What follows belongs to an exercise in optimizing a design on an open flow for small area; a production flow would make more cautious choices.
At most, simulation tests tie the RTL to the original design; equivalence was not proved.
The RTL of runs 1 to 3 was laid out without a check of its function.
No activity file was given, so power comes from the tool's default toggle rates.

**run.sh**
```bash
#!/bin/bash
# synth_recipe.tcl (not shown) runs the flow's synth.tcl, then flattens the netlist and writes it again
# the make line also repeats each setting of config.mk as NAME=value (left out here)
make -C /OpenROAD-flow-scripts/flow DESIGN_CONFIG=/design/flow/config.mk WORK_HOME=/design/flow/orfs CLKGATE_MAP_FILE= SYNTH_SCRIPT=/design/flow/synth_recipe.tcl finish
```
**config.mk**
```make
export PLATFORM = sky130hd
export DESIGN_NAME = hsv_cycle_core
export DESIGN_NICKNAME = hsv_cycle_core
export VERILOG_FILES = /design/flow/design.v
export SDC_FILE = /design/flow/constraint.sdc
export NUM_CORES = 4
export LEC_CHECK = 0
export CAP_MARGIN = 20
export CORE_MARGIN = 2
export CORE_UTILIZATION = 40
export CTS_BUF_LIST = sky130_fd_sc_hd__clkbuf_8
export SLEW_MARGIN = 20
```
**constraint.sdc**
```tcl
create_clock -name core_clock -period 120.0 [get_ports {clk}]
set_input_delay 24.0000 -clock core_clock [delete_from_list [all_inputs] [get_ports {clk}]]
set_output_delay 24.0000 -clock core_clock [all_outputs]
set_load 0.01 [all_outputs]
```
**design.v**
```verilog
module hsv_cycle_core (
    input  wire        clk,
    input  wire        rst,           
    input  wire        cmd_valid,
    output wire        cmd_ready,
    input  wire [63:0] cmd_data,
    output wire        rsp_valid,
    input  wire        rsp_ready,
    output wire [63:0] rsp_data,
    output wire        chw_valid,
    input  wire        chw_ready,
    output wire [17:0] chw_data
);
    localparam [3:0] S_IDLE = 4'd0;
    localparam [3:0] S_STEP = 4'd1;    
    localparam [3:0] S_FILL = 4'd2;    
    localparam [3:0] S_DIV  = 4'd3;    
    localparam [3:0] S_LD   = 4'd4;    
    localparam [3:0] S_MUL  = 4'd5;    
    localparam [3:0] S_D1   = 4'd6;    
    localparam [3:0] S_D2   = 4'd7;    
    localparam [3:0] S_RHO  = 4'd8;    
    localparam [3:0] S_DR   = 4'd9;    
    localparam [3:0] S_DQ   = 4'd10;   
    localparam [3:0] S_CLP  = 4'd11;   
    localparam [3:0] S_SH   = 4'd12;   
    localparam [3:0] S_ACC  = 4'd13;   
    localparam [3:0] S_CHW  = 4'd14;   
    localparam [3:0] S_RSP  = 4'd15;   
    reg [3:0]  st;
    reg [4:0]  cnt;
    reg [4:0]  ph;                
    reg [1:0]  ch;
    reg        wph;               
    reg        fresh;             
    reg        post;              
    reg        fin;               
    reg [1:0]  code;
    reg        inited;
    reg [2:0]  err;               
    reg [31:0] seed;              
    reg [8:0]  hue;
    reg [2:0]  stepc;
    reg [2:0]  speed;
    reg [7:0]  sat;
    reg [7:0]  val;
    reg [31:0] P;
    reg [7:0]  r8;                
    reg [7:0]  C;
    reg [2:0]  region;
    reg [2:0]  S;
    reg        cy;
    reg [1:0]  kc;
    reg        bw;
    reg        cq;
    wire [3:0] op      = cmd_data[63:60];
    wire       is_init = (op == 4'h1);
    wire       is_adv  = (op == 4'h2);
    wire       is_ns   = (op == 4'h3);
    wire       is_conv = (op == 4'h4);
    wire       is_clmp = (op == 4'h5);
    wire       is_rd   = (op == 4'h6);
    wire [3:0] n       = cmd_data[3:0];
    wire zA = ~|cmd_data[59:48];
    wire zB = ~|cmd_data[47:32];
    wire zC = ~|cmd_data[31:25];
    wire zD = ~|cmd_data[24:4];
    wire zE = ~|cmd_data[3:0];
    reg illegal;
    always @(*) begin
        case (op)
            4'h1:       illegal = ~zA;
            4'h2, 4'h3: illegal = ~(zA & zB & zC & zD & zE);
            4'h4:       illegal = ~(zA & zB & zC);
            4'h5:       illegal = ~(zA & zB);
            4'h6:       illegal = ~(zA & zB & zC & zD) | (n[3] | (n[2] & n[1] & n[0]));
            default:    illegal = 1'b1;
        endcase
    end
    wire not_init = ~inited & (is_adv | is_ns | (is_rd & (n != 4'd0)));
    wire domain   = is_conv & cmd_data[24] &
                    (cmd_data[23] | (cmd_data[22] & cmd_data[21] & (cmd_data[20] | cmd_data[19])));
    wire       conv   = is_conv & ~post;        
    wire       adv    = is_adv | post;          
    wire [8:0] h_src  = conv ? cmd_data[24:16] : hue;
    wire [7:0] s_src  = conv ? cmd_data[15:8]  : sat;
    wire [7:0] v_src  = conv ? cmd_data[7:0]   : val;
    wire       s_zero = conv ? (cmd_data[15:8] == 8'd0) : (sat == 8'd0);
    wire [1:0] color = adv ? ch : {ch[0], ch[1]};    
    reg [1:0] src;
    always @(*) begin
        case ({color, region})
            {2'd0, 3'd0}: src = 2'd0;
            {2'd0, 3'd1}: src = 2'd2;
            {2'd0, 3'd2}: src = 2'd1;
            {2'd0, 3'd3}: src = 2'd1;
            {2'd0, 3'd4}: src = 2'd2;
            {2'd1, 3'd0}: src = 2'd2;
            {2'd1, 3'd1}: src = 2'd0;
            {2'd1, 3'd2}: src = 2'd0;
            {2'd1, 3'd3}: src = 2'd2;
            {2'd1, 3'd4}: src = 2'd1;
            {2'd1, 3'd5}: src = 2'd1;
            {2'd2, 3'd0}: src = 2'd1;
            {2'd2, 3'd1}: src = 2'd1;
            {2'd2, 3'd2}: src = 2'd2;
            {2'd2, 3'd3}: src = 2'd0;
            {2'd2, 3'd4}: src = 2'd0;
            {2'd2, 3'd5}: src = 2'd2;
            default:      src = 2'd0;    
        endcase
    end
    wire src_v  = s_zero | (src == 2'd0);
    wire src_p  = ~s_zero & (src == 2'd1);
    wire src_w  = ~src_v & ~src_p;
    wire kind_r = s_zero | (color == 2'd0);
    wire kind_g = ~kind_r & (color == 2'd1);
    wire kind_b = ~kind_r & ~kind_g;
    wire [3:0] hidx = (st == S_DIV) ? ~cnt[3:0] : cnt[3:0];    
    reg        hbit;
    always @(*) begin
        case (hidx)
            4'd0: hbit = h_src[0];
            4'd1: hbit = h_src[1];
            4'd2: hbit = h_src[2];
            4'd3: hbit = h_src[3];
            4'd4: hbit = h_src[4];
            4'd5: hbit = h_src[5];
            4'd6: hbit = h_src[6];
            4'd7: hbit = h_src[7];
            default: hbit = h_src[8];
        endcase
    end
    wire       cbit = cmd_data[cnt];
    wire [6:0] rr   = {((cnt[3:0] == 4'd7) ? 6'd0 : C[5:0]), hbit};
    wire       q60  = rr[6] | (rr[5] & rr[4] & rr[3] & rr[2]);     
    reg  [3:0] rq;                                                  
    always @(*) begin
        case (rr[6:2])
            5'd15: rq = 4'd0;   5'd16: rq = 4'd1;   5'd17: rq = 4'd2;
            5'd18: rq = 4'd3;   5'd19: rq = 4'd4;   5'd20: rq = 4'd5;
            5'd21: rq = 4'd6;   5'd22: rq = 4'd7;   5'd23: rq = 4'd8;
            5'd24: rq = 4'd9;   5'd25: rq = 4'd10;  5'd26: rq = 4'd11;
            5'd27: rq = 4'd12;  5'd28: rq = 4'd13;  default: rq = 4'd14;
        endcase
    end
    wire [6:0] rr2  = q60 ? {1'b0, rq, rr[1:0]} : rr;
    wire       in_ld  = (st == S_LD);
    wire       in_mul = (st == S_MUL);
    wire       in_d1  = (st == S_D1);
    wire       in_d2  = (st == S_D2);
    wire       do_rem = in_ld & src_w;
    wire       sel_s  = (st == S_FILL) ? n[0] : in_ld ? ~src_v : (~src_p & ~wph);
    wire [7:0] A      = sel_s ? s_src : v_src;
    wire       gate_a = (in_ld & ~src_w) | (in_mul & C[0]);
    wire [7:0] H      = P[31:24];   
    wire [7:0] aa     = do_rem ? {C[5:0], 2'b00} :
                        (((in_mul & (cnt != 5'd0)) | in_d1 | in_d2) ? H : 8'd0);
    wire [7:0] bb     = in_d1  ? C :
                        do_rem ? {4'd0, C[5:2]} :
                        (gate_a ? A : 8'd0);
    wire       cin    = in_d1 | (in_d2 & cy);
    wire [8:0] asum   = {1'b0, aa} + {1'b0, bb} + {8'd0, cin};
    wire       inv_ld = in_ld ? (src_p | (src_w & ~region[0])) : (src_w & ~wph);
    wire [3:0] t     = cnt[3:0];
    wire       c255  = &C;
    wire       w12   = ~(t[3] & t[2] & (t[1] | t[0]));    
    wire       w13   = ~(t[3] & t[2] & t[1]);             
    wire       w2    = t[3] | t[2] | t[1];                
    wire       ta    = kind_g ? (C[3] & w12) : (C[2] & w13);
    wire       tb    = kind_g ? (C[7] & w2) : (C[1] & (t != 4'd15));
    wire       te    = kind_g ? (c255 & (t == 4'd2)) : (C[7] & w2);
    wire [1:0] kin   = (t == 4'd0) ? {1'b0, kind_g & c255} : kc;
    wire [2:0] xs    = {2'b0, ta} + {2'b0, tb} + {2'b0, te} + {1'b0, kin};
    wire       xb    = xs[0];
    wire       rho_t = ~t[3] & ~t[2] & ~(t[1] & t[0]) & S[t[1:0]];
    wire       bwin  = (t != 4'd0) & bw;
    wire       zb    = xb ^ rho_t ^ bwin;
    wire       zbw   = (~xb & (rho_t | bwin)) | (rho_t & bwin);
    wire       qm2   = w2 & P[30];
    wire       cqin  = (t != 4'd0) & cq;
    wire       qb    = zb ^ qm2 ^ cqin;
    wire       qcy   = (qb & qm2) | (cqin & (qb ^ qm2));
    wire       gbit  = is_init ? cbit : seed[0];
    wire       g3x   = is_init ? (cnt[0] ? cmd_data[31] : cmd_data[30]) : seed[30];
    wire       step_bit = ((cnt != 5'd0) & cy) ^ ((cnt[4:1] == 4'd0) & g3x) ^ ~(cnt[0] ^ cnt[2]);
    reg  [2:0] ucoef;
    always @(*) begin
        case (t[2:0])
            3'd0:    ucoef = 3'd4;
            3'd1:    ucoef = kind_g ? 3'd1 : 3'd4;
            3'd2:    ucoef = kind_g ? 3'd1 : 3'd3;
            default: ucoef = 3'd3;
        endcase
    end
    wire [2:0] sbase = (cnt == 5'd0) ? 3'd0 : S;
    wire [2:0] sadd  = (st == S_STEP) ? {2'b0, step_bit} : (C[0] ? ucoef : 3'd0);
    reg  [2:0] smod;
    always @(*) begin
        case ({sbase, sadd})
            {3'd0, 3'd0}, {3'd1, 3'd4}, {3'd2, 3'd3}, {3'd3, 3'd2}, {3'd4, 3'd1}: smod = 3'd0;
            {3'd0, 3'd1}, {3'd1, 3'd0}, {3'd2, 3'd4}, {3'd3, 3'd3}, {3'd4, 3'd2}: smod = 3'd3;
            {3'd0, 3'd2}, {3'd1, 3'd1}, {3'd2, 3'd0}, {3'd3, 3'd4}, {3'd4, 3'd3}: smod = 3'd1;
            {3'd0, 3'd3}, {3'd1, 3'd2}, {3'd2, 3'd1}, {3'd3, 3'd0}, {3'd4, 3'd4}: smod = 3'd4;
            default:                                                            smod = 3'd2;
        endcase
    end
    reg  [2:0] spd_new;    
    always @(*) begin
        case (S)
            3'd0: spd_new = 3'd1;
            3'd1: spd_new = 3'd2;
            3'd2: spd_new = 3'd3;
            3'd3: spd_new = 3'd4;
            default: spd_new = 3'd5;
        endcase
    end
    reg  [2:0] spd_nxt;    
    always @(*) begin
        case (smod)
            3'd0: spd_nxt = 3'd1;
            3'd1: spd_nxt = 3'd2;
            3'd2: spd_nxt = 3'd3;
            3'd3: spd_nxt = 3'd4;
            default: spd_nxt = 3'd5;
        endcase
    end
    wire       ovf   = |cmd_data[31:15];
    wire       lt3   = (cnt[4:2] == 3'd0) & ~(cnt[1] & cnt[0]);
    wire       lt4   = (cnt[4:2] == 3'd0);
    wire [3:0] status = {err, inited};
    reg        fbit;
    always @(*) begin
        fbit = 1'b0;
        if (code == 2'd0) begin
            if (is_clmp)
                fbit = (cnt[4] == 1'b0) & (cnt[3:0] != 4'd15) & (ovf | cbit);
            else if (is_ns)
                fbit = lt3 & spd_new[cnt[1:0]];
            else if (is_rd) begin
                case (n[2:0])
                    3'd0:    fbit = lt4 & status[cnt[1:0]];
                    3'd1:    fbit = seed[0];
                    3'd2:    fbit = (cnt[4] == 1'b0) & (~cnt[3] | (cnt[2:0] == 3'd0)) & hbit;
                    3'd3:    fbit = lt3 & stepc[cnt[1:0]];
                    3'd4:    fbit = lt3 & speed[cnt[1:0]];
                    default: fbit = (cnt[4:3] == 2'd0) & A[cnt[2:0]];
                endcase
            end
        end
    end
    reg  [2:0] sc_inc;
    always @(*) begin
        case (stepc)
            3'd0: sc_inc = 3'd1;
            3'd1: sc_inc = 3'd2;
            3'd2: sc_inc = 3'd3;
            3'd3: sc_inc = 3'd4;
            default: sc_inc = 3'd5;
        endcase
    end
    wire       hstep  = (sc_inc == speed);
    wire [8:0] hs_inc = hue + {8'd0, hstep};
    wire       wrap   = hstep & (hue == 9'd359);
    wire       need_ph = is_init | is_ns | is_rd | (is_adv & wrap);
    reg        p_slot, p_all, p_b;
    always @(*) begin
        p_slot = 1'b0;
        p_all  = 1'b0;
        p_b    = 1'b0;
        case (st)
            S_FILL: begin p_all = 1'b1; p_b = fbit; end
            S_SH:   p_all = 1'b1;
            S_DR:   begin p_slot = 1'b1; p_b = C[1] & (t != 4'd15); end
            S_DQ:   begin p_slot = 1'b1; p_b = qb; end
            S_CLP:  begin p_slot = 1'b1; p_b = (t != 4'd15); end
            default: ;
        endcase
    end
    always @(posedge clk) begin
        if (in_mul) begin
            P[31:24] <= asum[8:1];
        end else if (p_slot | p_all) begin
            P[31]    <= p_b;
            P[30:16] <= P[31:17];
        end
        if (p_all)
            P[15:0]  <= P[16:1];
    end
    always @(posedge clk) begin
        seed <= {(st == S_STEP) ? step_bit : seed[0], seed[31:1]};
        ph   <= rst ? 5'd0 : ph + 5'd1;
    end
    wire last_ch = (ch == 2'd2);
    always @(posedge clk) begin
        if (rst) begin
            st     <= S_IDLE;
            inited <= 1'b0;
            err    <= 3'b000;
        end else begin
            cnt <= cnt + 5'd1;
            case (st)
                S_IDLE: begin
                    cnt   <= 5'd0;
                    ch    <= 2'd0;
                    wph   <= 1'b0;
                    post  <= 1'b0;
                    fin   <= 1'b0;
                    if (cmd_valid && (!need_ph || ph == 5'd31)) begin
                        r8 <= 8'd0;
                        if (illegal) begin
                            err[0] <= 1'b1;
                            code   <= 2'd1;
                            st     <= S_FILL;
                        end else if (not_init) begin
                            err[2] <= 1'b1;
                            code   <= 2'd3;
                            st     <= S_FILL;
                        end else if (domain) begin
                            err[1] <= 1'b1;
                            code   <= 2'd2;
                            st     <= S_FILL;
                        end else begin
                            code <= 2'd0;
                            if (is_init) begin
                                sat    <= cmd_data[47:40];
                                val    <= cmd_data[39:32];
                                hue    <= 9'd0;
                                stepc  <= 3'd0;
                                inited <= 1'b1;
                                st     <= S_STEP;
                            end else if (is_adv) begin
                                stepc <= hstep ? 3'd0 : sc_inc;
                                hue   <= wrap ? 9'd0 : hs_inc;
                                st    <= wrap ? S_STEP : S_ACC;
                            end else if (is_ns) begin
                                st <= S_STEP;
                            end else if (is_conv) begin
                                cnt <= 5'd7;
                                st  <= S_DIV;
                            end else begin
                                st <= S_FILL;
                            end
                        end
                    end
                end
                S_STEP: begin
                    cy <= gbit;
                    S  <= smod;
                    if (cnt == 5'd31) begin
                        if (!is_ns)
                            speed <= spd_nxt;
                        st <= is_adv ? S_ACC : S_FILL;
                    end
                end
                S_FILL: begin
                    if (cnt == 5'd31)
                        st <= S_ACC;
                end
                S_DIV: begin
                    C      <= {1'b0, rr2};
                    region <= {region[1:0], q60};
                    if (cnt == 5'd15) begin
                        cnt   <= 5'd0;
                        fresh <= 1'b1;
                        st    <= S_LD;
                    end
                end
                S_LD: begin
                    cnt   <= 5'd0;
                    fresh <= 1'b0;
                    if (src_w && !fresh) begin
                        cnt <= 5'd7;
                        st  <= S_DIV;
                    end else begin
                        C <= asum[7:0] ^ {8{inv_ld}};
                        if (src_v && !post && ch == 2'd0) begin
                            r8 <= asum[7:0];
                            ch <= 2'd1;
                        end else
                            st <= src_v ? (kind_r ? S_DR : S_RHO) : S_MUL;
                    end
                end
                S_MUL: begin
                    C <= {asum[0], C[7:1]};
                    if (cnt == 5'd7)
                        st <= S_D1;
                end
                S_D1: begin
                    cy <= asum[8];
                    st <= S_D2;
                end
                S_D2: begin
                    C   <= asum[7:0] ^ {8{inv_ld}};
                    cnt <= 5'd0;
                    if (src_w && !wph) begin
                        wph <= 1'b1;
                        st  <= S_MUL;
                    end else if (!post && ch == 2'd0) begin
                        r8 <= asum[7:0];
                        ch <= 2'd1;
                        st <= S_LD;
                    end else begin
                        st <= kind_r ? S_DR : S_RHO;
                    end
                end
                S_RHO: begin
                    C <= {C[0], C[7:1]};
                    S <= smod;
                    if (cnt == 5'd7) begin
                        cnt <= 5'd0;
                        st  <= S_DQ;
                    end
                end
                S_DR: begin
                    C <= {C[0], C[7:1]};
                    if (cnt == 5'd15) begin
                        cnt <= 5'd0;
                        st  <= (!post && last_ch) ? S_ACC : S_SH;
                    end
                end
                S_DQ: begin
                    C  <= {C[0], C[7:1]};
                    kc <= xs[2:1];
                    bw <= zbw;
                    cq <= qcy;
                    if (cnt == 5'd15) begin
                        cnt <= 5'd0;
                        if (kind_b && qb)
                            st <= S_CLP;
                        else
                            st <= (!post && last_ch) ? S_ACC : S_SH;
                    end
                end
                S_CLP: begin
                    if (cnt == 5'd15) begin
                        cnt <= 5'd0;
                        st  <= (!post && last_ch) ? S_ACC : S_SH;
                    end
                end
                S_SH: begin
                    if (cnt == 5'd15) begin
                        cnt <= 5'd0;
                        wph <= 1'b0;
                        if (post) begin
                            st <= fin ? S_RSP : S_CHW;
                        end else begin
                            ch <= ch + 2'd1;
                            st <= S_LD;
                        end
                    end
                end
                S_ACC: begin
                    cnt  <= 5'd7;
                    ch   <= 2'd0;
                    post <= 1'b1;
                    st   <= (is_adv && code == 2'd0) ? S_DIV : S_RSP;
                end
                S_CHW: begin
                    cnt <= 5'd0;
                    wph <= 1'b0;
                    if (chw_ready) begin
                        if (last_ch) begin
                            fin <= 1'b1;
                            st  <= S_SH;
                        end else begin
                            ch <= ch + 2'd1;
                            st <= S_LD;
                        end
                    end
                end
                S_RSP: begin
                    if (rsp_ready)
                        st <= S_IDLE;
                end
                default: st <= S_IDLE;
            endcase
        end
    end
    assign cmd_ready = (st == S_ACC);
    assign rsp_valid = (st == S_RSP);
    assign rsp_data  = {2'b00, code, 13'd0, r8, r8[7:1], P};
    assign chw_data  = {ch, 1'b0, P[14:0]};                 
    assign chw_valid = (st == S_CHW);
endmodule
```
==> run summary, run 1 <==
clk slew on worst S/H paths=0.10 ns; critical path class=primary input to register; RSZ-0062 raised after global routing=no; placed cells=1434; GR Util All Layers=23.0%; max cap viols=0; vias per inst=5.75; leakage=4.20 nW; Clock Sinks=148; DRC=0; CTS Root Cell=clkbuf_8; initial core utilization=41.0%; detailed placement HPWL=21900 um; Period Utilization, post-route=24.5%; Port Buffer Count=137; setup TNS=0 ns; grt ovf=0; 1st-pass router iterations=8; hold_buf cts=0; sequential power share=32.9%; Sw Ratio=43.5%; 1st-iter DRT viols=769; sequential area share after synthesis=41.4%; Die Footprint=25400 um^2; Hold Fails Final Rpt=0; Die H=159 um; # nets final=1241; post-synthesis area per instance=9.26 um^2; Finished Cell Area=11500 um^2; Power Total=0.000246 W; Post-CTS Setup Bufs=0; Tmin final=29.45 ns; Die X=159 um; Worst Path Max Fanout=12; commonest cells after routing, fill and taps aside=137 x clkdlybuf4s50_1, 114 x nand2_1, 109 x nor2_1, 103 x edfxtp_1, 61 x o21ai_0; slew of the pin with the lowest slew margin=0.990 ns; Synth Register Bits=148; Finished Layout Cells=1466; Post-DP Area=11100 um^2; cell area power density=21.4 nW/um^2; Comb power frac=50.6%; Hold Path Class=register to register; CP endpoint kind=register; Top Ports=154; Slew headroom=32.3%; commonest non-fill, non-tap cell in the layout=clkdlybuf4s50_1; Crit path required time=120.42 ns; vias in the first global route=8013; Post-Syn Area=9650 um^2; number of flops mapped to enable cells by yosys=103; first-pass GRT wire length=45900 um; Top FF cell, synth=edfxtp_1; Switch Pwr=0.000107 W; final WL=29200 um; Core ar.=23500 um^2; Longest Clk Path Bufs=2; FP Rows=56; cts repair resizes=0; FMAX=34.0 MHz; H-tree depth=4; Yosys cell types=78; outcome=complete, no violations; Layout Skew=0.0191 ns; RD Place Congestion=0.915; VDD IR max=0.0000112 V; Vias=8423; Int Pwr=0.000139 W; setup violators final=0; Clk network pwr share=16.5%; Cells after Synth=1042; Filler Cells Inserted=2283; Clk Latency, worst-skew pair=0.48 ns; largest net degree at the start of global routing=39; startpoint types=primary input; initial antenna violation count=0; DR WL/cell=19.9 um; share of cells above drive strength 1=7.59%; antenna-violating nets left=0; ANT cells=0; fin. max-slew vios=0; crit path DAT=29.86 ns; ys async rst share=0%; Inserted Clock Buffers=17; CTS tree=built; Yosys warnings=1; Area Growth Syn to Fin=19.1%
-- flip-flops by register name, indices dropped and copies added, names as in the netlist, 4 cells and up --
| signal | flops |
|---|---|
| P | 32 |
| seed | 32 |
| hue | 9 |
| C | 8 |
| r8 | 8 |
| sat | 8 |
| val | 8 |
| cnt | 5 |
| ph | 5 |
| st | 4 |
-- per-layer routing --
metal / track usage (%) / share of wire [%] / up-vias
li1: - / - / 3982
met1: 31.1 / 44 / 4040
met2: 37.6 / 47 / 349
met3: 4.51 / 6.6 / 52
met4: 6.57 / 2.2 / 0
met5: 0 / 0 / -
-- cells in the mapped netlist, types with 8 or more instances --
cell	n	share of area, %
clkbuf_1	40	1.6
a22o_1	8	0.73
o21ai_0	61	3.2
nand3_1	30	1.6
nor3_1	37	1.9
a221oi_1	8	0.73
o22ai_1	11	0.71
nor2_1	109	4.2
nor4_1	19	1.2
nand2b_1	15	0.97
or4_1	8	0.62
xnor2_1	13	1.2
and3_1	12	0.78
nand4_1	9	0.58
a21oi_1	55	2.9
o211ai_1	9	0.70
edfxtp_1	103	32
a211oi_1	12	0.93
a21o_1	9	0.70
nand2_1	114	4.4
nand3b_1	9	0.70
buf_4	40	3.1
mux4_2	15	3.5
dfxtp_1	45	9.3
inv_1	44	1.7
mux2i_1	13	1.3
xor2_1	20	1.8
ha_1	33	4.3
nor2b_1	11	0.71
-- worst paths after layout --
| kind | start | to | slack (ns) | depth (start not counted) |
|---|---|---|---|---|
| worst min-delay path | seed[24]$_DFF_P_ | seed[23]$_DFF_P_ | 0.33 | 0 |
| worst max-delay path | cmd_data[60] | st[1]$_SDFFE_PP0P_ | 90.55 | 18 |
| worst min register to register | seed[24]$_DFF_P_ | seed[23]$_DFF_P_ | 0.33 | 0 |
| worst max register to register | st[2]$_SDFFE_PP0P_ | C[7]$_DFFE_PP_ | 114.33 | 21 |
-- metrics by stage --
| stage | hold slack (ns) | setup WS, ns | util [%] |
|---|---|---|---|
| after detailed placement | 0.312 | 90.11 | 47.1 |
| after global routing | 0.330 | 90.21 | 48.8 |
| after global placement | 0.311 | 90.25 | 47.1 |
| after floorplan | 0.310 | 91.38 | - |
| final | 0.326 | 90.55 | 48.8 |
| after CTS | 0.326 | 90.63 | 48.8 |
-- power groups by stage --
stage | clock [W] | combinational, W | sequential [W]
after global placement | 0 | 0.000121 | 0.0000817
after global routing | 0.0000434 | 0.000137 | 0.0000824
after detailed placement | 0 | 0.000122 | 0.0000818
after floorplan | 0 | 0.0000876 | 0.0000769
final | 0.0000406 | 0.000124 | 0.0000810
after CTS | 0.0000416 | 0.000123 | 0.0000807
-- kinds of logic after synthesis --
| family | count (synthesis) | share of synthesized area (%) |
|---|---|---|
| mux | 32 | 5.32 |
| compound gates | 242 | 17.0 |
| xor+xnor | 33 | 3.00 |
| buf+inv | 140 | 7.09 |
| other cells | 1 | 0.0389 |
| flops | 148 | 41.4 |
| fa+ha+maj | 38 | 5.32 |
| simple gates | 408 | 20.9 |
-- final cells by class --
class,count,area (um^2),share of cell area (%)
multi-input cells,769,5050,43.9
clock inverters,14,146,1.27
inverters,46,173,1.50
well taps,319,399,3.47
flip-flops and latches,148,3990,34.8
clock buffers,18,248,2.16
repair buffers,152,1480,12.9
-- worst max-delay path, stage by stage --
cell             delay (ns)
clkdlybuf4s50_1        0.64
or4b_1                 0.78
a21oi_1                0.27
o2111ai_1              0.41
or4_1                  0.64
nor2_1                 0.10
a21oi_1                0.06
fa_1                   0.48
inv_1                  0.04
ha_1                   0.26
inv_1                  0.05
fa_1                   0.55
xor2_1                 0.22
o41ai_1                0.55
a21oi_1                0.16
nor4b_1                0.18
a311o_1                0.33
a21oi_1                0.13
==> run 2, diff against run 1 <==
==> flow/run.sh (new file) <==
#!/bin/bash
set -o pipefail
export CTS_ARGS="-sink_clustering_enable -repair_clock_nets -buf_list sky130_fd_sc_hd__clkbuf_8 -dont_use_dummy_load"
bash standard.sh > standard.log 2>&1
==> standard.sh (new file) <==
#!/bin/bash
# synth_recipe.tcl (not shown) runs the flow's synth.tcl, then flattens the netlist and writes it again
# the make line also repeats each setting of config.mk as NAME=value (left out here)
make -C /OpenROAD-flow-scripts/flow DESIGN_CONFIG=/design/flow/config.mk WORK_HOME=/design/flow/orfs CLKGATE_MAP_FILE= SYNTH_SCRIPT=/design/flow/synth_recipe.tcl "${@:-finish}"
removed: run.sh
==> run summary, run 2 <==
Cells after Synth=1042 (unchanged); Synth area leaders=edfxtp_1 32%, dfxtp_1 9.3%, nand2_1 4.4%; fin. max-slew vios=0 (unchanged); Top FF cell, synth=edfxtp_1; CTS Root Cell=clkbuf_8; critical-path cell list=clkdlybuf4s50_1, or4b_1, a21oi_1, o2111ai_1, or4_1, nor2_1, a21oi_1, fa_1, inv_1, ha_1, inv_1, fa_1, xor2_1, o41ai_1, a21oi_1, nor4b_1, a311o_1, a21oi_1; Crit path top cell by count=a21oi_1; GR Util All Layers=22.9% (-0.11 points); Die Footprint=25400 um^2 (unchanged); sequential power share=34.4% (+1.5 points); Comb power frac=53.0% (+2.4 points); Period Utilization, post-route=24.6% (+0.039 points); antenna-violating nets left=0 (unchanged); Synth Register Bits=148 (unchanged); ys async rst share=0% (unchanged); Tmin final=29.49 ns (+0.0468 ns); worst reg2reg path depth=21 (unchanged); post-synthesis area per instance=9.26 um^2 (unchanged); biggest regs=P (32), seed (32), hue (9); FP Rows=56 (unchanged); RD Place Congestion=0.915 (unchanged); setup TNS=0 ns (unchanged); Worst Path Max Fanout=12 (unchanged); CTS tree=built; commonest cells after routing, fill and taps aside=137 x clkdlybuf4s50_1, 114 x nand2_1, 109 x nor2_1, 103 x edfxtp_1, 61 x o21ai_0; Int Pwr=0.000132 W (-4.9%); H-tree depth=4 (unchanged); setup violators final=0 (unchanged); Clock Sinks=148 (unchanged); Clk network pwr share=12.5% (-4.0 points); met3 WL=1920 um (-1.2%); Yosys cell types=78 (unchanged); clk slew on worst S/H paths=0.09 ns (about the same); Sw Ratio=43.8% (+0.28 points); share of cells above drive strength 1=6.45% (-1.1 points); Switch Pwr=0.000103 W (-3.8%); commonest non-fill, non-tap cell in the layout=clkdlybuf4s50_1; max cap viols=0 (unchanged); Yosys warnings=1 (unchanged); hold_buf cts=0 (unchanged); Post-Syn Area=9650 um^2 (unchanged); WL met2=13700 um (about the same); DR WL/cell=20.1 um (+0.77%); Worst path max stage delay=0.79 ns (about the same); leakage=4.12 nW (-2.1%); grt ovf=0 (unchanged); outcome=complete, no violations; Area Growth Syn to Fin=17.4%; Post-CTS Setup Bufs=0 (unchanged); Core ar.=23500 um^2 (unchanged); first-pass GRT wire length=45800 um (-0.25%); ANT cells=0 (unchanged); initial antenna violation count=0 (unchanged); DRT met1 WL=13000 um (-0.20%); Die H=159 um (unchanged); Synth top cells by count=114 x nand2_1, 109 x nor2_1, 103 x edfxtp_1; # nets final=1241 (unchanged); crit path to=st[1]$_SDFFE_PP0P_; Hold Path Class=register to register; area of the multi-input gates=5050 um^2 (unchanged); launch point of the critical path=cmd_data[60]; 1st-pass router iterations=6 (-2); count leader, synth=nand2_1; Vias=8373 (-0.59%); number of flops mapped to enable cells by yosys=103 (unchanged); Slew headroom=31.6% (-0.70 points); Longest Clk Path Bufs=2 (unchanged); crit path DAT=29.89 ns (+0.03 ns); slew of the pin with the lowest slew margin=1.00 ns (+0.0103 ns); critical path class=primary input to register; largest net degree at the start of global routing=39 (unchanged); FF-to-FF End=C[7]$_DFFE_PP_; Port Buffer Count=137 (unchanged); Hold Fails Final Rpt=0 (unchanged); detailed placement HPWL=21900 um (unchanged); top cell type by total area after synthesis=edfxtp_1; DRC=0 (unchanged); RSZ-0062 raised after global routing=no; Filler Cells Inserted=2296 (+0.57%); Crit path required time=120.39 ns (-0.03 ns); initial core utilization=41.0% (unchanged); Layout Skew=0.0292 ns (+0.0101 ns); slowest CP cell=or4b_1; 1st-iter DRT viols=759 (-1.3%); cts repair resizes=0 (unchanged); sequential area share after synthesis=41.4% (unchanged); cell area power density=20.8 nW/um^2 (-3.0%); flop-to-flop setup slack=114.32 ns (about the same); flip-flop and latch area=3990 um^2 (unchanged); Inserted Clock Buffers=17 (unchanged); uppermost layer routed=met4; Top Ports=154 (unchanged); reg2reg start=st[2]$_SDFFE_PP0P_; VDD IR max=0.0000101 V (-9.7%); vias per inst=5.77 (+0.43%); Clk Latency, worst-skew pair=0.46 ns (-0.02 ns); FMAX=33.9 MHz (-0.16%); startpoint types=primary input; CP endpoint kind=register; Die X=159 um (unchanged); post-synth top area share=32.1% (unchanged); final WL=29200 um (-0.26%); utilization after layout=48.1% (-0.68 points); vias in the first global route=7975 (-0.47%)
## run 2: cell counts after synthesis
No cell type changed its count.
## run 2: power by group through the flow
stage	Clock (W)	Sequential, W	Combinational (W)
after floorplan	0	0.0000769	0.0000876
after global placement	0	0.0000817	0.000121
after detailed placement	0	0.0000818	0.000122
after CTS	0.0000304	0.0000808	0.000122
after global routing	0.0000321	0.0000824	0.000137
final	0.0000295	0.0000810	0.000125
## run 2: cell type report
cell class / instances / area share [%]
inverter: 46 / 1.52
tap: 319 / 3.52
timing repair buffer: 152 / 13.1
sequential: 148 / 35.3
multi-input combinational: 769 / 44.5
clock buffer: 17 / 2.07
## run 2: how the worst min path moves through the flow
stage / startpoint / to / cells past startpoint
floorplan: seed[1]$_DFF_P_ / seed[0]$_DFF_P_ / 0
global placement: seed[27]$_DFF_P_ / seed[26]$_DFF_P_ / 0
detailed placement: seed[26]$_DFF_P_ / seed[25]$_DFF_P_ / 0
CTS: seed[29]$_DFF_P_ / seed[28]$_DFF_P_ / 0
global route: seed[29]$_DFF_P_ / seed[28]$_DFF_P_ / 0
finish: seed[29]$_DFF_P_ / seed[28]$_DFF_P_ / 0
## run 2: critical path, delay by kind of cell
| family | cells | cell delay (ns) |
|---|---|---|
| AND/OR/NAND/NOR | 4 | 1.71 |
| XOR/XNOR | 1 | 0.22 |
| adder cells (fa/ha/maj) | 3 | 1.28 |
| buffers and inverters | 3 | 0.73 |
| AO/OA/AOI/OAI | 7 | 1.94 |
## run 2: per-stage QoR
stage	instance area (um^2)	setup WS [ns]	power [W]	std cells	hold WS, ns
3_3_place_gp	11100	90.25	0.000203	1434	0.311
4_1_cts	11300	90.60	0.000234	1451	0.305
3_5_place_dp	11100	90.11	0.000204	1434	0.312
6_report	11300	90.51	0.000235	1451	0.303
2_1_floorplan	9710	91.38	0.000165	1057	0.310
5_1_grt	11300	90.19	0.000251	1451	0.308
## run 2: logic make-up after synthesis
group	Yosys count	synth area share [%]
simple gates	408	20.9
compound gates	242	17.0
buf+inv	140	7.09
xor+xnor	33	3.00
fa+ha+maj	38	5.32
flops	148	41.4
mux	32	5.32
other cells	1	0.0389
## run 2: metal layers
metal	track usage, %	vias to the layer above
li1	-	3960
met1	31.0	4023
met2	37.6	347
met3	4.35	43
met4	6.32	0
met5	0	-
==> run 3, diff against run 2 <==
--- a/design.v
+++ b/design.v
@@ -34,7 +34,6 @@
     reg        wph;               
     reg        fresh;             
     reg        post;              
-    reg        fin;               
     reg [1:0]  code;
     reg        inited;
     reg [2:0]  err;               
@@ -52,7 +51,6 @@
     reg        cy;
     reg [1:0]  kc;
     reg        bw;
-    reg        cq;
     wire [3:0] op      = cmd_data[63:60];
     wire       is_init = (op == 4'h1);
     wire       is_adv  = (op == 4'h2);
@@ -178,7 +176,7 @@
     wire       zb    = xb ^ rho_t ^ bwin;
     wire       zbw   = (~xb & (rho_t | bwin)) | (rho_t & bwin);
     wire       qm2   = w2 & P[30];
-    wire       cqin  = (t != 4'd0) & cq;
+    wire       cqin  = (t != 4'd0) & cy;
     wire       qb    = zb ^ qm2 ^ cqin;
     wire       qcy   = (qb & qm2) | (cqin & (qb ^ qm2));
     wire       gbit  = is_init ? cbit : seed[0];
@@ -305,7 +303,6 @@
                     ch    <= 2'd0;
                     wph   <= 1'b0;
                     post  <= 1'b0;
-                    fin   <= 1'b0;
                     if (cmd_valid && (!need_ph || ph == 5'd31)) begin
                         r8 <= 8'd0;
                         if (illegal) begin
@@ -397,11 +394,13 @@
                         wph <= 1'b1;
                         st  <= S_MUL;
                     end else if (!post && ch == 2'd0) begin
-                        r8 <= asum[7:0];
-                        ch <= 2'd1;
-                        st <= S_LD;
+                        r8  <= asum[7:0];
+                        ch  <= 2'd1;
+                        wph <= 1'b0;
+                        st  <= S_LD;
                     end else begin
-                        st <= kind_r ? S_DR : S_RHO;
+                        wph <= 1'b0;
+                        st  <= kind_r ? S_DR : S_RHO;
                     end
                 end
                 S_RHO: begin
@@ -423,7 +422,7 @@
                     C  <= {C[0], C[7:1]};
                     kc <= xs[2:1];
                     bw <= zbw;
-                    cq <= qcy;
+                    cy <= qcy;
                     if (cnt == 5'd15) begin
                         cnt <= 5'd0;
                         if (kind_b && qb)
@@ -441,9 +440,8 @@
                 S_SH: begin
                     if (cnt == 5'd15) begin
                         cnt <= 5'd0;
-                        wph <= 1'b0;
                         if (post) begin
-                            st <= fin ? S_RSP : S_CHW;
+                            st <= wph ? S_RSP : S_CHW;
                         end else begin
                             ch <= ch + 2'd1;
                             st <= S_LD;
@@ -461,7 +459,7 @@
                     wph <= 1'b0;
                     if (chw_ready) begin
                         if (last_ch) begin
-                            fin <= 1'b1;
+                            wph <= 1'b1;
                             st  <= S_SH;
                         end else begin
                             ch <= ch + 2'd1;
==> run.sh (new file) <==
#!/bin/bash
# synth_recipe.tcl (not shown) runs the flow's synth.tcl, then flattens the netlist and writes it again
# the make line also repeats each setting of config.mk as NAME=value (left out here)
make -C /OpenROAD-flow-scripts/flow DESIGN_CONFIG=/design/flow/config.mk WORK_HOME=/design/flow/orfs CLKGATE_MAP_FILE= SYNTH_SCRIPT=/design/flow/synth_recipe.tcl finish
removed: flow/run.sh
removed: standard.sh
==> run summary, run 3 <==
Vias=8397 (+0.29%); Post-DP Area=11100 um^2 (about the same); 1st-pass router iterations=5 (-1); FP Rows=56 (unchanged); placed cells=1408 (-1.8%); RSZ-0062 raised after global routing=no; outcome=complete, no violations; flop-to-flop setup slack=114.21 ns (-0.11 ns); DRC=0 (unchanged); Clock Sinks=146 (-1.4%); Hold Path Class=register to register; GR Util All Layers=23.3% (+0.40 points); Synth top cells by count=111 x nand2_1, 101 x edfxtp_1, 86 x nor2_1; Top FF cell, synth=edfxtp_1; Worst Path Max Fanout=14 (+2); commonest non-fill, non-tap cell in the layout=clkdlybuf4s50_1; CTS tree=built; final WL=29700 um (+1.8%); VDD IR max=0.00000790 V (-22%); leakage=4.14 nW (+0.51%); launch point of the critical path=cmd_data[61]; Synth Register Bits=146 (-1.4%); Hold Fails Final Rpt=0 (unchanged); 1st-iter DRT viols=833 (+9.7%); area of the multi-input gates=5100 um^2 (+1.1%); Port Buffer Count=137 (unchanged); H-tree depth=4 (unchanged); CP endpoint kind=register; ys async rst share=0% (unchanged); Post-Syn Area=9640 um^2 (about the same); cell area power density=21.0 nW/um^2 (+1.4%); setup TNS=0 ns (unchanged); Tmin final=29.71 ns (+0.216 ns); startpoint types=primary input; Filler Cells Inserted=2329 (+1.4%); reg2reg start=sat[5]$_DFFE_PP_; Die H=159 um (about the same); crit path DAT=29.92 ns (+0.03 ns); cts repair resizes=0 (unchanged); number of flops mapped to enable cells by yosys=101 (-1.9%); initial core utilization=41.0% (about the same); grt ovf=0 (unchanged); Finished Layout Cells=1440 (-0.76%); slew of the pin with the lowest slew margin=1.05 ns (+0.0451 ns); Yosys warnings=1 (unchanged); vias in the first global route=7998 (+0.29%); Area Growth Syn to Fin=18.8%; Post-CTS Setup Bufs=0 (unchanged); critical path class=primary input to register; CTS Root Cell=clkbuf_8; Period Utilization, post-route=24.8% (+0.18 points); Inserted Clock Buffers=17 (unchanged); count leader, synth=nand2_1; flip-flop and latch area=3930 um^2 (-1.5%); initial antenna violation count=1 (+1); Layout Skew=0.0191 ns (-0.0100 ns); FMAX=33.7 MHz (-0.73%); hold_buf cts=0 (unchanged); Min-Delay Endpoint=seed[5]$_DFF_P_; Longest Clk Path Bufs=2 (unchanged); detailed placement HPWL=22300 um (+1.9%); Finished Cell Area=11500 um^2 (+1.1%); RD Place Congestion=0.939 (+2.6%); max cap viols=0 (unchanged); DR WL/cell=20.6 um (+2.6%); post-synthesis area per instance=9.46 um^2 (+2.2%); sequential area share after synthesis=40.8% (-0.60 points); Yosys cell types=89 (+14%); share of cells above drive strength 1=9.10% (+2.7 points); FF-to-FF End=P[31]$_DFFE_PP_; Die Footprint=25400 um^2 (about the same); Die X=159 um (about the same); # nets final=1215 (-2.1%); post-synth top area share=31.4% (-0.61 points); Power Total=0.000241 W (+2.5%); commonest cells after routing, fill and taps aside=137 x clkdlybuf4s50_1, 111 x nand2_1, 101 x edfxtp_1, 84 x nor2_1, 55 x o21ai_0; hold path startpoint=seed[6]$_DFF_P_; biggest regs=P (32), seed (32), hue (9); first-pass GRT wire length=46400 um (+1.3%); top cell type by total area after synthesis=edfxtp_1; setup violators final=0 (unchanged); WHS=0.322 ns (+0.0188 ns); Top Ports=154 (unchanged); worst hold stages=0 (unchanged); vias per inst=5.83 (+1.1%); Clk Latency, worst-skew pair=0.47 ns (about the same); Core ar.=23500 um^2 (unchanged); Slew headroom=30.3% (-1.3 points); largest net degree at the start of global routing=36 (-7.7%); Cells after Synth=1019 (-2.2%); Crit path required time=120.21 ns (-0.18 ns); antenna-violating nets left=0 (unchanged); fin. max-slew vios=0 (unchanged); Synth area leaders=edfxtp_1 31%, dfxtp_1 9.3%, nand2_1 4.3%; clk slew on worst S/H paths=0.09 ns (about the same); ANT cells=0 (unchanged); worst reg2reg path depth=22 (+4.8%)
## run 3: cell count changes in the layout (fill, tap and decap cells not counted), sizes merged, moves of 4 or more
| cell | change |
|---|---|
| a211oi | -5 |
| a21oi | -4 |
| a221oi | -6 |
| a31oi | +9 |
| a32oi | +5 |
| clkinv | +4 |
| inv | +8 |
| mux2i | +6 |
| nand4b | +4 |
| nor2 | -23 |
| nor3 | -16 |
| or2 | +6 |
## run 3: layout make-up
class                      instances  share of cell area, %
clock inverter                    13                  0.874
inverter                          45                   1.47
sequential                       146                   34.3
multi-input combinational        745                   44.5
tap                              319                   3.48
clock buffer                      19                   2.28
timing repair buffer             153                   13.0
## run 3: stage by stage
step / setup WS (ns) / util (%)
after global routing: 89.93 / 48.7
after detailed placement: 89.92 / 47.1
after global placement: 90.05 / 47.1
final: 90.29 / 48.7
after CTS: 90.40 / 48.7
after floorplan: 91.33 / -
## run 3: worst max path at each step
stage,end,slack (ns)
2_1_floorplan,P[31]$_DFFE_PP_,91.33
3_3_place_gp,P[31]$_DFFE_PP_,90.05
3_5_place_dp,P[31]$_DFFE_PP_,89.92
4_1_cts,P[31]$_DFFE_PP_,90.40
5_1_grt,P[31]$_DFFE_PP_,89.93
6_report,P[31]$_DFFE_PP_,90.29
## run 3: kinds of logic after synthesis
family / share of synthesized area, %
AOI/OAI and AO/OA: 17.4
xor gates and xnor gates: 2.91
adders and majority gates: 5.32
buffers and inverters: 7.19
DFF: 40.8
muxes: 6.64
other: 0.0389
and+or+nand+nor: 19.7
## run 3: report_power, final
group	leakage (nW)	internal [W]	switching (W)	total, W
combinational	2.65	0.0000515	0.0000709	0.000122
sequential	1.30	0.0000697	0.0000122	0.0000819
clock	0.193	0.0000157	0.0000210	0.0000367
## run 3: routing by layer
| metal | GRT usage [%] | vias up | part of all wire (%) | wire [um] |
|---|---|---|---|---|
| li1 | - | 3910 | - | - |
| met5 | 0 | - | 0.040 | 12 |
| met3 | 4.40 | 59 | 7.3 | 2180 |
| met2 | 35.8 | 394 | 45 | 13300 |
| met1 | 32.0 | 4032 | 44 | 13200 |
| met4 | 10.3 | 2 | 3.4 | 1000 |
## run 3: critical path, cell delays in order
cell and delay, ns:
clkdlybuf4s50_1 0.83, or4b_1 0.65, nand3_1 0.20, a31oi_4 0.13, a2111oi_1 0.41, or4_1 0.29
and2_4 0.28, mux2i_1 0.32, a21bo_2 0.18, a21oi_1 0.04, a221oi_1 0.33, fa_1 0.23
inv_1 0.06, fa_1 0.40, a21o_1 0.17, a21oi_1 0.21, o21bai_1 0.08, a21oi_1 0.22
o2bb2ai_1 0.22, o211ai_1 0.18, and4b_1 0.27, o2111ai_1 0.08, nand3_1 0.11
==> run 4, diff against run 3 <==
--- a/design.v
+++ b/design.v
@@ -291,12 +291,12 @@
     end
     wire last_ch = (ch == 2'd2);
     always @(posedge clk) begin
-        if (rst) begin
-            st     <= S_IDLE;
-            inited <= 1'b0;
-            err    <= 3'b000;
-        end else begin
+        begin
             cnt <= cnt + 5'd1;
+            C   <= {C[0], C[7:1]};
+            cy  <= (st == S_STEP) ? gbit : (st == S_DQ) ? qcy : asum[8];
+            kc  <= xs[2:1];
+            bw  <= zbw;
             case (st)
                 S_IDLE: begin
                     cnt   <= 5'd0;
@@ -342,7 +342,6 @@
                     end
                 end
                 S_STEP: begin
-                    cy <= gbit;
                     S  <= smod;
                     if (cnt == 5'd31) begin
                         if (!is_ns)
@@ -384,7 +383,6 @@
                         st <= S_D1;
                 end
                 S_D1: begin
-                    cy <= asum[8];
                     st <= S_D2;
                 end
                 S_D2: begin
@@ -404,7 +402,6 @@
                     end
                 end
                 S_RHO: begin
-                    C <= {C[0], C[7:1]};
                     S <= smod;
                     if (cnt == 5'd7) begin
                         cnt <= 5'd0;
@@ -412,17 +409,12 @@
                     end
                 end
                 S_DR: begin
-                    C <= {C[0], C[7:1]};
                     if (cnt == 5'd15) begin
                         cnt <= 5'd0;
                         st  <= (!post && last_ch) ? S_ACC : S_SH;
                     end
                 end
                 S_DQ: begin
-                    C  <= {C[0], C[7:1]};
-                    kc <= xs[2:1];
-                    bw <= zbw;
-                    cy <= qcy;
                     if (cnt == 5'd15) begin
                         cnt <= 5'd0;
                         if (kind_b && qb)
@@ -474,6 +466,11 @@
                 default: st <= S_IDLE;
             endcase
         end
+        if (rst) begin
+            st     <= S_IDLE;
+            inited <= 1'b0;
+            err    <= 3'b000;
+        end
     end
     assign cmd_ready = (st == S_ACC);
     assign rsp_valid = (st == S_RSP);
==> run summary, run 4 <==
placed cells=1425 (+1.2%); initial antenna violation count=0 (-1); Synth Register Bits=146 (unchanged); ys async rst share=0% (unchanged); Top FF cell, synth=edfxtp_1; sequential area share after synthesis=39.0% (-1.8 points); Slew headroom=44.3% (+14 points); Period Utilization, post-route=25.1% (+0.33 points); Filler Cells Inserted=2251 (-3.3%); clk slew on worst S/H paths=0.09 ns (about the same); Power Total=0.000248 W (+2.7%); hold_buf cts=0 (unchanged); fin. max-slew vios=0 (unchanged); Die H=159 um (about the same); slowest CP cell=or4b_1; RSZ-0062 raised after global routing=no; Comb power frac=52.9% (+2.1 points); setup TNS=0 ns (unchanged); commonest cells after routing, fill and taps aside=137 x clkdlybuf4s50_1, 107 x nor2_1, 92 x nand2_1, 84 x edfxtp_1, 62 x dfxtp_1; Tmin final=30.11 ns (+0.398 ns); post-synthesis area per instance=9.32 um^2 (-1.6%); Hold Path Class=register to register; Worst Path Max Fanout=13 (-1); setup violators final=0 (unchanged); Clock Sinks=146 (unchanged); grt ovf=0 (unchanged); H-tree depth=4 (unchanged); CTS tree=built; FMAX=33.2 MHz (-1.3%); FP Rows=56 (unchanged); 1st-iter DRT viols=670 (-20%); count leader, synth=nor2_1; share of cells above drive strength 1=8.61% (-0.49 points); cts repair resizes=0 (unchanged); Post-Syn Area=9650 um^2 (about the same); first-pass GRT wire length=46500 um (+0.21%); Yosys cell types=93 (+4.5%); Hold Fails Final Rpt=0 (unchanged); Die X=159 um (about the same); number of flops mapped to enable cells by yosys=84 (-17%); # nets final=1232 (+1.4%); Crit path required time=120.22 ns (about the same); sequential power share=32.2% (-1.8 points); leakage=4.19 nW (+1.2%); Port Buffer Count=137 (unchanged); CP top delay family=compound AO/OA/AOI/OAI gates; area of the multi-input gates=5270 um^2 (+3.2%); Crit path top cell by count=a21oi_1; biggest regs=P (32), seed (32), hue (9); RD Place Congestion=1.02 (+8.7%); ANT cells=0 (unchanged); commonest non-fill, non-tap cell in the layout=clkdlybuf4s50_1; 1st-pass router iterations=5 (unchanged); Finished Layout Cells=1457 (+1.2%); largest net degree at the start of global routing=35 (-2.8%); Switch Pwr=0.000111 W (+6.3%); critical path class=primary input to register; top cell type by total area after synthesis=edfxtp_1; Clk Latency, worst-skew pair=0.46 ns (about the same); final WL=29400 um (-0.83%); initial core utilization=40.9% (-0.090 points); Yosys warnings=1 (unchanged); crit path DAT=30.32 ns (+0.40 ns); Sw Ratio=44.7% (+1.5 points); Top Ports=154 (unchanged); DR WL/cell=20.2 um (-2.0%); Int Pwr=0.000137 W (about the same); Synth top cells by count=108 x nor2_1, 92 x nand2_1, 84 x edfxtp_1; Longest Clk Path Bufs=2 (unchanged); Die Footprint=25400 um^2 (about the same); Post-CTS Setup Bufs=0 (unchanged); Cells after Synth=1036 (+1.7%); startpoint types=primary input; flip-flop and latch area=3760 um^2 (-4.3%); max cap viols=0 (unchanged); Core ar.=23600 um^2 (+0.30%); Inserted Clock Buffers=17 (unchanged); Clk network pwr share=14.9% (-0.3 points); vias in the first global route=7942 (-0.70%); outcome=complete, no violations; vias per inst=5.88 (+0.92%); Vias=8574 (+2.1%); antenna-violating nets left=0 (unchanged); DRC=0 (unchanged); cell area power density=21.7 nW/um^2 (+3.1%); critical-path cell list=clkdlybuf4s50_1, or4b_1, a2111oi_4, nor4_1, a211o_1, a21boi_4, o21ai_4, mux2i_1, a21oi_1, a222oi_1, fa_1, inv_1, fa_1, a21o_1, a21oi_1, o21bai_1, a21oi_1, nor2b_1, or3_1, a32o_1, a211o_1, a41oi_1, nand3_1; CTS Root Cell=clkbuf_8; post-synth top area share=26.1% (-5.3 points); Synth area leaders=edfxtp_1 26%, dfxtp_1 13%, ha_1 4.3%; CP endpoint kind=register; Layout Skew=0.0125 ns (-0.00662 ns); Area Growth Syn to Fin=18.3%; GR Util All Layers=23.0% (-0.27 points); Worst path max stage delay=0.82 ns (about the same); slew of the pin with the lowest slew margin=0.828 ns (-0.218 ns); VDD IR max=0.00000840 V (+6.4%); Buf+Inv Stages, Crit Path=2 (unchanged); detailed placement HPWL=22300 um (-0.25%)
run 4: stage by stage:
step                utilization (%)  instance area, um^2  hold slack, ns  setup WS [ns]
finish                         48.3                11400           0.322          89.89
global placement               46.8                11000           0.311          89.67
CTS                            48.3                11400           0.323          89.97
global route                   48.3                11400           0.334          89.53
detailed placement             46.8                11000           0.312          89.49
floorplan                         -                 9710           0.310          90.85
run 4: power groups by stage:
stage	Combinational, W	Clock (W)	Sequential [W]
2_1_floorplan	0.0000890	0	0.0000776
3_3_place_gp	0.000128	0	0.0000805
3_5_place_dp	0.000129	0	0.0000806
4_1_cts	0.000130	0.0000378	0.0000797
5_1_grt	0.000143	0.0000398	0.0000815
6_report	0.000131	0.0000369	0.0000798
run 4: final cells by class:
| cell class | instances | share of cell area [%] |
|---|---|---|
| inverter | 46 | 1.51 |
| tap | 319 | 3.50 |
| timing repair buffer | 148 | 12.7 |
| sequential | 146 | 33.0 |
| clock buffer | 19 | 2.29 |
| multi-input combinational | 766 | 46.1 |
| clock inverter | 13 | 0.866 |
run 4: worst paths after layout:
path	startpoint	endpoint	slack, ns	cells past startpoint
worst max-delay path	cmd_data[63]	P[31]$_DFFE_PP_	89.89	23
worst min-delay path	seed[16]$_DFF_P_	seed[15]$_DFF_P_	0.32	0
worst max register to register	st[2]$_SDFFE_PP0P_	P[31]$_DFFE_PP_	113.58	24
worst min register to register	seed[16]$_DFF_P_	seed[15]$_DFF_P_	0.32	0
run 4: cell families (layout without fill, tap and decap cells):
group	Yosys count	count (layout)	share of synthesized area (%)
fa+ha+maj	38	38	5.32
xor+xnor	31	31	2.81
compound gates	251	251	18.8
other cells	1	16	0.0389
mux	49	49	7.13
flops	146	146	39.0
buf+inv	139	226	7.13
simple gates	381	381	19.7
run 4: metal layers:
metal / share of wire, % / vias up / wire (um) / global-route usage, %
met3: 7.5 / 49 / 2200 / 4.25
met1: 46 / 4100 / 13500 / 33.5
met2: 45 / 438 / 13100 / 34.9
met5: 0 / - / 0 / 0
li1: - / 3987 / - / -
met4: 2.1 / 0 / 604 / 6.82
run 4: worst register-to-register path: stages, from the launching register on:
cell and delay [ns]:
dfxtp_1 0.63, buf_4 0.34, nand2b_1 0.28, nor3_2 0.59
inv_2 0.24, nand2_1 0.11, a211o_1 0.12, a21boi_4 0.31
o21ai_4 0.19, mux2i_1 0.27, a21oi_1 0.13, a222oi_1 0.45
fa_1 0.24, inv_1 0.06, fa_1 0.40, a21o_1 0.17
a21oi_1 0.21, o21bai_1 0.09, a21oi_1 0.21, nor2b_1 0.09
or3_1 0.32, a32o_1 0.23, a211o_1 0.23, a41oi_1 0.17
nand3_1 0.09
==> run 5, diff against run 4 <==
==> flow/run.sh (new file) <==
#!/bin/bash
# The standard layout (standard.sh, unchanged synthesis and steps) with two
# settings of its own:
#  - port buffers: buf_1 instead of the default choice (every input and output
#    port still gets its own buffer);
#  - clock tree: clkbuf_8 buffers, no dummy loads.
# Each tool's output is in standard.log (and ORFS's per-step logs under orfs/logs).
set -o pipefail
export BUFFER_PORTS_ARGS="-buffer_cell sky130_fd_sc_hd__buf_1"
export CTS_ARGS="-sink_clustering_enable -repair_clock_nets -buf_list sky130_fd_sc_hd__clkbuf_8 -dont_use_dummy_load"
bash standard.sh > standard.log 2>&1
==> standard.sh (new file) <==
#!/bin/bash
# synth_recipe.tcl (not shown) runs the flow's synth.tcl, then flattens the netlist and writes it again
# the make line also repeats each setting of config.mk as NAME=value (left out here)
make -C /OpenROAD-flow-scripts/flow DESIGN_CONFIG=/design/flow/config.mk WORK_HOME=/design/flow/orfs CLKGATE_MAP_FILE= SYNTH_SCRIPT=/design/flow/synth_recipe.tcl "${@:-finish}"
removed: run.sh
==> run summary, run 5 <==
outcome=complete, no violations; slew of the pin with the lowest slew margin=0.855 ns (+0.0271 ns); Worst Path Max Fanout=13 (unchanged); Worst path max stage delay=0.69 ns (-0.13 ns); FP Rows=56 (unchanged); 1st-pass router iterations=5 (unchanged); combinational family with the most area after synthesis=simple AND/OR/NAND/NOR gates; fin. max-slew vios=0 (unchanged); detailed placement HPWL=22000 um (-1.1%); setup violators final=0 (unchanged); Crit path top cell by count=a21oi_1; RD Place Congestion=0.981 (-3.8%); grt ovf=0 (unchanged); Yosys warnings=1 (unchanged); Layout Skew=0.0480 ns (+0.0355 ns); Crit path required time=120.18 ns (-0.04 ns); post-synthesis mux area share=7.13% (unchanged); Int Pwr=0.000124 W (-9.7%); commonest cells after routing, fill and taps aside=137 x buf_1, 107 x nor2_1, 92 x nand2_1, 84 x edfxtp_1, 62 x dfxtp_1; vias per inst=5.91 (+0.50%); Die H=159 um (unchanged); critical-path cell list=buf_1, or4b_1, a2111oi_4, nor4_1, a211o_1, a21boi_4, o21ai_4, mux2i_1, a21oi_1, a222oi_1, fa_1, inv_1, fa_1, a21o_1, a21oi_1, o21bai_1, a21oi_1, nor2b_1, or3_1, a32o_1, a211o_1, a41oi_1, nand3_1; complex-gate fraction of the synthesized area=18.8% (unchanged); H-tree depth=4 (unchanged); ys async rst share=0% (unchanged); final WL=28900 um (-2.0%); CP endpoint kind=register; startpoint types=primary input; Switch Pwr=0.000106 W (-4.0%); VDD IR max=0.00000898 V (+6.8%); Top FF cell, synth=edfxtp_1; Clock Sinks=146 (unchanged); Longest Clk Path Bufs=2 (unchanged); Top Ports=154 (unchanged); commonest non-fill, non-tap cell in the layout=buf_1; share of cells above drive strength 1=7.48% (-1.1 points); sequential area share after synthesis=39.0% (unchanged); Period Utilization, post-route=24.8% (-0.30 points); Synth top cells by count=108 x nor2_1, 92 x nand2_1, 84 x edfxtp_1; number of flops mapped to enable cells by yosys=84 (unchanged); CP top delay family=compound AO/OA/AOI/OAI gates; sequential power share=34.9% (+2.7 points); Post-Synth Simple-Gate Area=19.7% (unchanged); Cells after Synth=1036 (unchanged); DRC=0 (unchanged); hold_buf cts=0 (unchanged); Synth area leaders=edfxtp_1 26%, dfxtp_1 13%, ha_1 4.3%; crit path DAT=29.94 ns (-0.38 ns); CTS tree=built; 1st-iter DRT viols=786 (+17%); first-pass GRT wire length=45900 um (-1.2%); Clk Latency, worst-skew pair=0.47 ns (about the same); ANT cells=0 (unchanged); Vias=8528 (-0.54%); Post-Syn Area=9650 um^2 (unchanged); Hold Path Class=register to register; Area Growth Syn to Fin=8.08%; cts repair resizes=0 (unchanged); placed cells=1425 (unchanged); initial core utilization=40.9% (unchanged); Sw Ratio=46.2% (+1.5 points); Inserted Clock Buffers=17 (unchanged); critical path class=primary input to register; max cap viols=0 (unchanged); Core ar.=23600 um^2 (unchanged); Yosys cell types=93 (unchanged); Hold Fails Final Rpt=0 (unchanged); Post-Synth XOR/XNOR Area=2.81% (unchanged); vias in the first global route=8060 (+1.5%); Slew headroom=42.5% (-1.8 points); post-synth top area share=26.1% (unchanged); post-synthesis area per instance=9.32 um^2 (unchanged); cell area power density=22.0 nW/um^2 (+1.6%); count leader, synth=nor2_1; setup TNS=0 ns (unchanged); Synth Register Bits=146 (unchanged); Die Footprint=25400 um^2 (unchanged); RSZ-0062 raised after global routing=no; Die X=159 um (unchanged); initial antenna violation count=0 (unchanged); Comb power frac=52.3% (-0.6 points); FMAX=33.6 MHz (+1.2%); Post-CTS Setup Bufs=0 (unchanged); leakage=3.74 nW (-11%); Port Buffer Count=137 (unchanged); largest net degree at the start of global routing=35 (unchanged); Clk network pwr share=12.8% (-2.1 points); # nets final=1232 (unchanged); antenna-violating nets left=0 (unchanged); slowest CP cell=or4b_1; DR WL/cell=20.0 um (-0.94%); CTS Root Cell=clkbuf_8; Finished Layout Cells=1442 (-1.0%); Buf+Inv Stages, Crit Path=2 (unchanged); biggest regs=P (32), seed (32), hue (9); GR Util All Layers=22.9% (-0.14 points); Synth Area in Adders=5.32% (unchanged); Tmin final=29.75 ns (-0.355 ns); clk slew on worst S/H paths=0.10 ns (about the same); top cell type by total area after synthesis=edfxtp_1
[run 5: cell types whose count changed in the layout (fill, tap and decap cells not counted)]
| cell | previous run | this run |
|---|---|---|
| clkinv_4 | 2 | 0 |
| inv_1 | 43 | 42 |
| inv_6 | 5 | 0 |
| inv_8 | 1 | 0 |
| clkinv_2 | 2 | 0 |
| clkbuf_8 | 19 | 17 |
| clkdlybuf4s50_1 | 137 | 0 |
| buf_1 | 0 | 137 |
| inv_4 | 2 | 0 |
[run 5: power by group through the flow]
stage	logic, W	registers (W)	clock network, W
after global routing	0.000132	0.0000821	0.0000318
after floorplan	0.0000890	0.0000776	0
after detailed placement	0.000118	0.0000813	0
final	0.000120	0.0000803	0.0000294
after CTS	0.000118	0.0000804	0.0000302
after global placement	0.000116	0.0000812	0
[run 5: worst paths after layout]
path / startpoint / to / slack [ns] / depth (start not counted)
worst max-delay path: cmd_data[61] / P[31]$_DFFE_PP_ / 90.25 / 23
worst min-delay path: seed[10]$_DFF_P_ / seed[9]$_DFF_P_ / 0.30 / 0
worst max register to register: st[2]$_SDFFE_PP0P_ / P[31]$_DFFE_PP_ / 113.67 / 24
worst min register to register: seed[10]$_DFF_P_ / seed[9]$_DFF_P_ / 0.30 / 0
[run 5: cell families after synthesis]
kind of cell / count (synthesis)
flip-flops: 146
buffers and inverters: 139
AO/OA/AOI/OAI: 251
other: 1
XOR/XNOR: 31
adder cells (fa/ha/maj): 38
AND/OR/NAND/NOR: 381
multiplexers: 49
[run 5: layer usage]
metal | GRT usage (%) | wire length, um | vias to the layer above
li1 | - | - | 3961
met1 | 32.0 | 13000 | 4067
met2 | 34.4 | 12600 | 442
met3 | 5.81 | 2460 | 58
met4 | 7.81 | 836 | 0
met5 | 0 | 0 | -
[run 5: cell type report]
cell class                      count  area [um^2]
Tap cell                          319          399
Clock buffer                       17          234
Timing Repair Buffer              148          597
Sequential cell                   146         3760
Multi-Input combinational cell    766         5270
Fill cell                        2386        13200
Inverter                           46          173
[run 5: worst register-to-register path: cells and delay by family, from the launching register on]
kind / cells / cell delay, ns
DFF: 1 / 0.39
AOI/OAI and AO/OA: 12 / 2.53
and+or+nand+nor: 6 / 1.56
muxes: 1 / 0.30
buffers and inverters: 3 / 0.67
adders and majority gates: 2 / 0.64
[run 5: through the flow]
step	total power (W)	area (um^2)	setup slack, ns	hold WS, ns	utilization, %
after CTS	0.000229	10400	90.33	0.291	44.2
after global routing	0.000246	10400	89.78	0.302	44.2
final	0.000230	10400	90.25	0.296	44.2
after detailed placement	0.000199	10200	89.86	0.312	43.2
after global placement	0.000198	10200	90.05	0.311	43.1
after floorplan	0.000167	9710	90.85	0.310	-

[static timing again, ports no longer ideal]
The flow's constraints put no driver on any port. The routed layouts listed below were extracted and timed again, unchanged, in two steps. Step 1: set_driving_cell puts a clkbuf_16 on clk and a buf_2 on each other input, an assumption about the parent block. Step 2 adds t to the input delays and takes it off the output delays; t is the mean of the earliest and latest rising clock arrival at the registers after step 1. Input paths then give back, and output paths get back, about the clock's delay inside the block. a / b / c = ideal / step 1 / step 2; a / b = the first two.
run	t, ns	slack for setup (ns)	worst setup path at the end	worst register clock-pin slew, ns	pins driven straight from the clock port
run 1	0.512	90.553 / 90.567 / 90.054	input to register	0.10 / 0.10	1
run 2	0.489	90.507 / 90.519 / 90.029	input to register	0.09 / 0.09	1
run 3	0.504	90.291 / 90.316 / 89.812	input to register	0.10 / 0.10	1
run 4	0.498	89.893 / 89.911 / 89.413	input to register	0.09 / 0.09	1
run 5	0.484	90.248 / 90.267 / 89.784	input to register	0.10 / 0.10	1
After both steps every run listed still meets setup and hold. For run 1, which loses most, drivers alone change the setup slack by +0.014 ns; drivers and shift together by -0.499 ns.
